Context: an optimization exercise on an open-source flow, tuned for small area, a short achievable clock period and few clock cycles. The choices shown serve that exercise and are no tape-out recipe.
Only simulation tests tie the RTL to the original design; equivalence was not proved.
Power figures rest on the tool's default switching activity, not on a simulated workload.

==> 04-26 <==
==> flow/design.v (excerpt) <==
module midi_framer (
  input  wire       clk,
  input  wire       rst,         
  input  wire       ev_valid,
  output wire       ev_ready,
  input  wire       ev_idle,     
  input  wire [7:0] ev_byte,
  output wire       wr_valid,
  input  wire       wr_ready,
  output wire [7:0] wr_addr,
  output wire [7:0] wr_data
);
  localparam [1:0] C_OTHER = 2'd0, C_RAW = 2'd1, C_ON = 2'd2, C_OFF = 2'd3;
  localparam [9:0] TC_534 = 10'h05D, TC_536 = 10'h175, TC_998 = 10'h159;
  localparam [2:0] VK_4 = 3'd5, VK_5 = 3'd6, VK_6 = 3'd3, VK_0 = 3'd0;
  reg  [9:0] tc;
  reg  [6:0] te;
  reg        lf;         
  reg        pn;         
  reg  [6:0] vn0, vn1, vn2;
  reg  [2:0] vk0, vk1, vk2;
  reg        sv;
  reg  [1:0] cls;
  reg        cnt;
  reg  [6:0] fn;
  reg        ir_v;
  reg        iw;         
  reg        id1;        
  reg        ir_idle;
  reg  [7:0] ir_b;
  reg        mo;         
  reg        md;         
  reg        bz;         
  reg        h_v;        
  reg  [6:0] h_a;
  reg  [7:0] h_d;
  reg        hr;         
  reg  [2:0] pm;         
  reg        ap;         
  assign ev_ready = ~((iw & bz) | (id1 & ap));
  assign wr_valid = bz;
  assign wr_addr  = mo ? 8'h07 : {1'b0, h_a};
  assign wr_data  = md ? 8'h38 : h_d;
  wire busy = bz;
  wire proc = ir_v & ~(iw & busy) & ~(id1 & ap);
  wire occ0 = (vn0 != 7'd0), occ1 = (vn1 != 7'd0), occ2 = (vn2 != 7'd0);
  wire [2:0] evm = {occ2 & (vk2 == VK_0), occ1 & (vk1 == VK_0), occ0 & (vk0 == VK_0)};
  wire [6:0] v  = ir_b[6:0];
  wire       vz = (v == 7'd0);
  wire m0 = (vn0 == fn), m1 = (vn1 == fn), m2 = (vn2 == fn);
  ...
Settings: LEC_CHECK=0, CAP_MARGIN=20, CORE_MARGIN=2, CORE_UTILIZATION=60, CTS_BUF_LIST=sky130_fd_sc_hd__clkbuf_8, SLEW_MARGIN=20; clock period 10.0 ns.
standard.sh (not shown) runs the stock make flow with config.mk's settings and CLKGATE_MAP_FILE= SYNTH_SCRIPT=/design/flow/synth_recipe.tcl, a recipe that flattens the netlist after the stock synthesis.
==> flow/flow/run.sh <==
#!/bin/bash
# Layout: the standard ORFS flow (standard.sh), with two changes:
#  1. after the standard synthesis, the combinational logic is mapped again by Yosys's
#     default ABC script (flip-flops, their names and cell types are kept as they are);
#  2. repair_timing aims for extra setup slack, and the ports get plain buffers (still
#     one buffer per port, as in the standard flow).
set -euo pipefail
KNOBS=(SETUP_SLACK_MARGIN=6.8 TNS_END_PERCENT=100 MATCH_CELL_FOOTPRINT=0
       "BUFFER_PORTS_ARGS=-buffer_cell sky130_fd_sc_hd__buf_2")
RES=orfs/results/${FLOW_PLATFORM}/midi_framer/base
bash standard.sh "${KNOBS[@]}" synth > flow_synth.log 2>&1
cp $RES/1_2_yosys.v $RES/1_2_yosys_standard.v
LIB=$FLOW_HOME/platforms/${FLOW_PLATFORM}/lib/sky130_fd_sc_hd__tt_025C_1v80.lib
DONT_USE=""
for c in $(grep -o 'sky130_fd_sc_hd__\(probe\|probec\|lpflow\)[a-z0-9_]*' $FLOW_HOME/platforms/${FLOW_PLATFORM}/config.mk); do
  DONT_USE="$DONT_USE -dont_use $c"
done
cat > remap.ys <<EOY
read_liberty -ignore_miss_func $LIB
read_verilog $RES/1_2_yosys_standard.v
hierarchy -top $FLOW_TOP
setattr -mod -set keep_hierarchy 1 sky130_fd_sc_hd__dfxtp_* sky130_fd_sc_hd__edfxtp_* sky130_fd_sc_hd__dfrtp_* sky130_fd_sc_hd__conb_1
flatten
opt_clean -purge
abc -liberty $LIB $DONT_USE
opt_clean -purge
hilomap -singleton -hicell sky130_fd_sc_hd__conb_1 HI -locell sky130_fd_sc_hd__conb_1 LO
opt_clean -purge
select $FLOW_TOP
tee -o remap_stat.txt stat -liberty $LIB
write_verilog -noattr -nohex -nodec -selected $RES/1_2_yosys.v
EOY
yosys -s remap.ys > flow_remap.log 2>&1
rm -f $RES/1_synth.odb $RES/1_synth.sdc
bash standard.sh "${KNOBS[@]}" finish > flow_layout.log 2>&1
==> inputs of 02-13, as changes to 04-26 <==
--- a/flow/design.v
+++ b/flow/design.v
@@ -24,28 +24,28 @@
   reg        cnt;
   reg  [6:0] fn;
   reg        ir_v;
   reg        iw;         
   reg        id1;        
   reg        ir_idle;
   reg  [7:0] ir_b;
+  reg        sr;         
+  reg        mp;         
   reg        mo;         
-  reg        md;         
-  reg        bz;         
   reg        h_v;        
   reg  [6:0] h_a;
   reg  [7:0] h_d;
   reg        hr;         
   reg  [2:0] pm;         
   reg        ap;         
-  assign ev_ready = ~((iw & bz) | (id1 & ap));
-  assign wr_valid = bz;
+  assign ev_ready = ~((iw & (mp | h_v)) | (id1 & ap));
+  assign wr_valid = mo | h_v;
   assign wr_addr  = mo ? 8'h07 : {1'b0, h_a};
-  assign wr_data  = md ? 8'h38 : h_d;
-  wire busy = bz;
+  assign wr_data  = mo ? 8'h38 : h_d;
+  wire busy = mp | h_v;
   wire proc = ir_v & ~(iw & busy) & ~(id1 & ap);
   wire occ0 = (vn0 != 7'd0), occ1 = (vn1 != 7'd0), occ2 = (vn2 != 7'd0);
   wire [2:0] evm = {occ2 & (vk2 == VK_0), occ1 & (vk1 == VK_0), occ0 & (vk0 == VK_0)};
   wire [6:0] v  = ir_b[6:0];
   wire       vz = (v == 7'd0);
   wire m0 = (vn0 == fn), m1 = (vn1 == fn), m2 = (vn2 == fn);
   wire       mf = m0 | m1 | m2;
@@ -67,61 +67,64 @@
   ftab_rom u_ftab (.n(fn), .y(hft));
   wire [1:0] pm_s = pm[0] ? 2'd0 : pm[1] ? 2'd1 : 2'd2;
   wire [1:0] ev_s = evm[0] ? 2'd0 : evm[1] ? 2'd1 : 2'd2;
   wire p_idle  = proc & ir_idle;
   wire p_pass  = p_idle & pn;
   wire p_stat  = proc & ~ir_idle & ir_b[7];
   wire p_d1    = proc & id1;
-  wire p_msg   = proc & iw & ~ir_idle;
+  wire p_msg   = sr;
   wire p_wpass = p_pass & (|evm);
   wire k_on  = ~hr &  h_a[3] & h_d[0];
   wire k_lsb = ~hr & ~h_a[3] & ~h_a[0];
   wire       sv_n  = sv | p_stat;
   wire       cnt_n = p_stat ? 1'b0 : p_d1 ? 1'b1 : p_msg ? 1'b0 : cnt;
   wire       pn_n  = p_pass ? 1'b0 :
                      p_idle ? ((tc == TC_998) | ((te == 7'd65) & (tc == TC_534))) : pn;
-  wire       xfer   = ~mo & h_v & wr_ready;                  
+  wire       xfer   = ~mp & h_v & wr_ready;                  
+  wire       mp_n   = mo & ~wr_ready;
   wire       h_v_n  = p_msg   ? msg_more :
                       p_wpass ? 1'b1 :
                       xfer    ? (k_on | k_lsb | (pm != 3'd0)) : h_v;
   wire       ap_n   = p_msg   ? (do_alloc & a_found) :
                       xfer    ? k_on : ap;
   wire       keep   = ir_v & ~proc;
   wire       take   = ev_valid & ev_ready;
   wire       iw_in  = ev_idle ? pn_n : (~ev_byte[7] & sv_n & cnt_n);
   wire       iw_n   = keep ? iw  : (take & iw_in);
   wire       id1_n  = keep ? id1 : (take & ~ev_idle & ~ev_byte[7] & sv_n & ~cnt_n);
-  wire       mo_n   = p_msg | (mo & ~wr_ready);
+  wire       idle_n = keep ? ir_idle : ev_idle;
+  wire       sr_n   = iw_n & ~idle_n & ~mp_n & ~h_v_n;
+  wire       mo_n   = mp_n | sr_n;
   always @(posedge clk) begin
     if (~keep) begin
       ir_idle <= ev_idle;
       ir_b    <= ev_byte;
     end
     if (rst) begin
       ir_v <= 1'b0;
       iw   <= 1'b0;
       id1  <= 1'b0;
+      sr   <= 1'b0;
       pn   <= 1'b0;
       sv   <= 1'b0;
       cnt  <= 1'b0;
+      mp   <= 1'b0;
       mo   <= 1'b0;
-      md   <= 1'b1;
-      bz   <= 1'b0;
       h_v  <= 1'b0;
       ap   <= 1'b0;
     end else begin
       ir_v <= keep | take;
       iw   <= iw_n;
       id1  <= id1_n;
+      sr   <= sr_n;
       pn   <= pn_n;
       sv   <= sv_n;
       cnt  <= cnt_n;
+      mp   <= mp_n;
       mo   <= mo_n;
-      md   <= mo_n | ~h_v_n;
-      bz   <= mo_n | h_v_n;
       h_v  <= h_v_n;
       ap   <= ap_n;
     end
     if (rst) begin
       tc <= 10'd0;
       te <= 7'd0;
       lf <= 1'b0;
--- a/flow/flow/run.sh
+++ b/flow/flow/run.sh
@@ -2,15 +2,15 @@
 # Layout: the standard ORFS flow (standard.sh), with two changes:
 #  1. after the standard synthesis, the combinational logic is mapped again by Yosys's
 #     default ABC script (flip-flops, their names and cell types are kept as they are);
 #  2. repair_timing aims for extra setup slack, and the ports get plain buffers (still
 #     one buffer per port, as in the standard flow).
 set -euo pipefail
 KNOBS=(SETUP_SLACK_MARGIN=6.8 TNS_END_PERCENT=100 MATCH_CELL_FOOTPRINT=0
-       "BUFFER_PORTS_ARGS=-buffer_cell sky130_fd_sc_hd__buf_2")
+       "BUFFER_PORTS_ARGS=-buffer_cell sky130_fd_sc_hd__buf_4")
 RES=orfs/results/${FLOW_PLATFORM}/midi_framer/base
 bash standard.sh "${KNOBS[@]}" synth > flow_synth.log 2>&1
 cp $RES/1_2_yosys.v $RES/1_2_yosys_standard.v
 LIB=$FLOW_HOME/platforms/${FLOW_PLATFORM}/lib/sky130_fd_sc_hd__tt_025C_1v80.lib
 DONT_USE=""
 for c in $(grep -o 'sky130_fd_sc_hd__\(probe\|probec\|lpflow\)[a-z0-9_]*' $FLOW_HOME/platforms/${FLOW_PLATFORM}/config.mk); do
   DONT_USE="$DONT_USE -dont_use $c"
- CORE_UTILIZATION: 60 -> 40
- CTS_BUF_LIST: sky130_fd_sc_hd__clkbuf_8 -> default
==> inputs of 03-03, as changes to 04-26 <==
--- a/flow/flow/run.sh
+++ b/flow/flow/run.sh
@@ -1,15 +1,15 @@
 #!/bin/bash
 # Layout: the standard ORFS flow (standard.sh), with two changes:
 #  1. after the standard synthesis, the combinational logic is mapped again by Yosys's
 #     default ABC script (flip-flops, their names and cell types are kept as they are);
 #  2. repair_timing aims for extra setup slack, and the ports get plain buffers (still
 #     one buffer per port, as in the standard flow).
 set -euo pipefail
-KNOBS=(SETUP_SLACK_MARGIN=6.8 TNS_END_PERCENT=100 MATCH_CELL_FOOTPRINT=0
+KNOBS=(SETUP_SLACK_MARGIN=7 TNS_END_PERCENT=100 MATCH_CELL_FOOTPRINT=0
        "BUFFER_PORTS_ARGS=-buffer_cell sky130_fd_sc_hd__buf_2")
 RES=orfs/results/${FLOW_PLATFORM}/midi_framer/base
 bash standard.sh "${KNOBS[@]}" synth > flow_synth.log 2>&1
 cp $RES/1_2_yosys.v $RES/1_2_yosys_standard.v
 LIB=$FLOW_HOME/platforms/${FLOW_PLATFORM}/lib/sky130_fd_sc_hd__tt_025C_1v80.lib
 DONT_USE=""
 for c in $(grep -o 'sky130_fd_sc_hd__\(probe\|probec\|lpflow\)[a-z0-9_]*' $FLOW_HOME/platforms/${FLOW_PLATFORM}/config.mk); do
- CORE_UTILIZATION: 60 -> 40
==> run notes <==
The lowest final area belongs to 04-26, the highest to 02-13. Against 04-26, the clock skew of 03-03 is lower by 11 ps. Maximum frequency, lowest first: 02-13, 04-26, 03-03. The highest clock power belongs to 02-13, the lowest to 03-03. Via count, lowest first: 02-13, 04-26, 03-03.
Testbench counts of 04-26, summed over its fixed seeds: cycles 233,847.
Testbench counts of 02-13, summed over its fixed seeds: cycles 233,299.
Testbench counts of 03-03, summed over its fixed seeds: cycles 233,847.

port drivers added, routing unchanged:
In the flow no input, the clock included, has a driving cell. The finished layouts below were timed again as built, in two steps.
Step 1, drivers: a clkbuf_16 drives clk and a buf_2 each remaining input, both assumed.
Step 2 also shifts input and output timing later by t, the mid clock arrival at the registers, as if the neighbouring blocks saw the same clock.
Slacks: ideal / step 1 / step 2; pairs: ideal / step 1.
run | shift t [ns] | slack for setup (ns) | worst register clock-pin slew, ns | worst slew at a driven data input, ns
04-26 | 0.397 | 6.857 / 6.825 / 6.616 | 0.11 / 0.11 | 0.03
02-13 | 0.392 | 6.798 / 6.755 / 6.463 | 0.06 / 0.06 | 0.04
03-03 | 0.395 | 6.882 / 6.849 / 6.704 | 0.09 / 0.09 | 0.03
After both steps every run listed still meets setup and hold. For 02-13, which loses most, drivers alone change the setup slack by -0.043 ns; drivers and shift together by -0.335 ns.
